What follows belongs to an exercise in optimizing a design on an open flow for a short achievable clock period and few clock cycles; a production flow would make more cautious choices. Function was checked by simulation only, so behaviour that the tests miss may differ from the original. Power is estimated from default activity; no workload was simulated.

==> flow/design.v (excerpt) <==
module wolf_expander (
    input  wire        clk,
    input  wire        rst,           
    input  wire        reg_we,
    input  wire [7:0]  reg_addr,      
    input  wire [31:0] reg_wdata,
    output wire [31:0] reg_rdata,
    output wire        busy,
    output wire        mem_req,
    output wire        mem_we,
    output wire [15:0] mem_addr,
    output wire [7:0]  mem_wdata,
    input  wire        mem_ready,
    input  wire [7:0]  mem_rdata
);
clock: 8.0 ns
lec_check: 0
cap_margin: 20
core_margin: 2
core_utilization: 40
place_density: 0.6
setup_slack_margin: 3.7
slew_margin: 20
synth_hierarchical: 1
tns_end_percent: 100
run.sh (not shown) runs the stock make flow with config.mk's settings and CLKGATE_MAP_FILE= SYNTH_SCRIPT=/design/flow/synth_recipe.tcl, a recipe that flattens the netlist after the stock synthesis.
The starting point completed with no timing, DRC or antenna violations.
Testbench counts at the start, summed over its fixed seeds: cycles 725,051.
Next try:
--- a/flow/config.mk
+++ b/flow/config.mk
@@ -8,7 +8,7 @@
 export CAP_MARGIN = 20
 export CORE_MARGIN = 2
-export CORE_UTILIZATION = 40
-export PLACE_DENSITY = 0.6
-export SETUP_SLACK_MARGIN = 3.7
+export CORE_UTILIZATION = 45
+export PLACE_DENSITY = 0.65
+export SETUP_SLACK_MARGIN = 3.9
 export SLEW_MARGIN = 20
 export SYNTH_HIERARCHICAL = 1
Maximum frequency increases by 2.4%.
Non-clock buffer count drops by 36.
Clock-buffer cell count fell by 33.
Final area is lower by 0.55%.
Hold slack loses 0.016 ns.
Via count grows by 2.3%.
Utilization increases by 5.4 points.
Power drops by 0.55%.
Area after synthesis is unchanged.

---

wolf_expander, a different RTL version from the one above (not shown whole).
For scale: ~12,000 cells after synthesis, ~5,000 flip-flops, about 110 I/O pins, ~0.21 sq mm of cells after synthesis.
==> flow/design.v (excerpt) <==
module wolf_expander (
    input  wire        clk,
    input  wire        rst,           
    input  wire        reg_we,
    input  wire [7:0]  reg_addr,      
    input  wire [31:0] reg_wdata,
    output wire [31:0] reg_rdata,
    output wire        busy,
    output wire        mem_req,
    output wire        mem_we,
    output wire [15:0] mem_addr,
    output wire [7:0]  mem_wdata,
    input  wire        mem_ready,
    input  wire [7:0]  mem_rdata
);
    localparam [31:0] ID_VALUE = 32'h4C570007;
    localparam [7:0] ERR_NONE         = 8'h00;
    localparam [7:0] ERR_BAD_CMD      = 8'h01;
    localparam [7:0] ERR_ADDR_RANGE   = 8'h03;
    localparam [7:0] ERR_OVERLAP      = 8'h04;
    localparam [7:0] ERR_TRUNC        = 8'h05;
    localparam [7:0] ERR_LEN_MISMATCH = 8'h06;
    localparam [7:0] ERR_COUNT_OVERRUN= 8'h07;
    localparam [7:0] ERR_SRC_RANGE    = 8'h08;
    localparam [7:0] ERR_OUT_OVERFLOW = 8'h09;
    localparam integer WK = 8;
    localparam integer WB = 1 << (WK + 1);    
    localparam integer FN = 12;               
    localparam [2:0] T_PFX   = 3'd0,
                     T_LIT   = 3'd1,          
                     T_ESC   = 3'd2,
                     T_NEAR  = 3'd3,
                     T_FAR   = 3'd4,
                     T_RUN   = 3'd5,
                     T_TRUNC = 3'd6;
    localparam [1:0] K_PAIR  = 2'd0,          
                     K_WCOPY = 2'd1,          
                     K_MCOPY = 2'd2;          
    reg [31:0] r_cmd;
    reg [31:0] r_src_base, r_src_len, r_dst_base, r_dst_cap;
    reg [15:0] r_tag;
    reg        st_busy, st_done, st_err, st_ign;
    reg [7:0]  r_errcode;
    reg [16:0] r_inpos;
    reg [16:0] r_outlen;
    reg [15:0] r_size;
    reg        chk;                
    reg        run;                
    reg        is_rlew;
    reg [15:0] e_tag;
    reg [15:0] e_dstb;
    reg [15:0] e_size;
    assign busy = st_busy;
    wire [47:0] rd_sel;             
    genvar gl;
    generate
        for (gl = 0; gl < 4; gl = gl + 1) begin : g_lane
            wire [3:0] rd_d10, rd_d32;
            wire       rd_hz;
            wolf_rd_dec2 u_d10 (.a(reg_addr[3:2]), .y(rd_d10));
  ...
make LEC_CHECK=0 CAP_MARGIN=20 CORE_MARGIN=2 CORE_UTILIZATION=45 PLACE_DENSITY=0.65 SETUP_SLACK_MARGIN=4.2 SLEW_MARGIN=20 SYNTH_HIERARCHICAL=1 TNS_END_PERCENT=100 finish   # period 8.0 ns
The starting point finished clean.
Testbench counts at the start, summed over its fixed seeds: cycles 725,051.
Rerun with:
Settings changed: SETUP_SLACK_MARGIN 4.2 to 3.9.
After rerunning:
- The changed run passed the timing, design-rule and antenna checks
- register-to-register slack got worse by 0.11 ns
- die area stays the same
- critical path depth stays the same
- count of clock-buffer cells in the layout stays the same
- wire length fell by 2.6%
- maximum frequency is about the same

==> what the ideal ports hide <==
The results above use ideal ports. As a check the final layouts listed here were re-extracted and re-timed, cells and wires unchanged.
Step 1 (the two cells are an assumption about what drives the block):
set clk [get_ports {clk}]
set_driving_cell -lib_cell sky130_fd_sc_hd__clkbuf_16 $clk
set_driving_cell -lib_cell sky130_fd_sc_hd__buf_2 [delete_from_list [all_inputs] $clk]
Step 2 adds t to the input delays and takes it off the output delays; t is the mean of the earliest and latest rising clock arrival at the registers after step 1. Input paths then give back, and output paths get back, about the clock's delay inside the block.
a / b / c = ideal / step 1 / step 2; a / b = the first two.
| run | t (ns) | setup WS [ns] | cell pins on the clock port's net |
|---|---|---|---|
| the first run of note 1 | 1.155 | 3.058 / 2.995 / 2.792 | 1 |
| the second run of note 1 | 1.150 | 3.174 / 2.979 / 2.933 | 1 |
| the first run of note 2 | 1.154 | 3.462 / 3.203 / 3.025 | 1 |
| the second run of note 2 | 1.148 | 3.463 / 3.202 / 2.837 | 1 |
After both steps setup and hold are still met in every run listed. The setup slack of the second run of note 2, which loses most, moves by -0.261 ns with the drivers and by -0.626 ns with both steps.
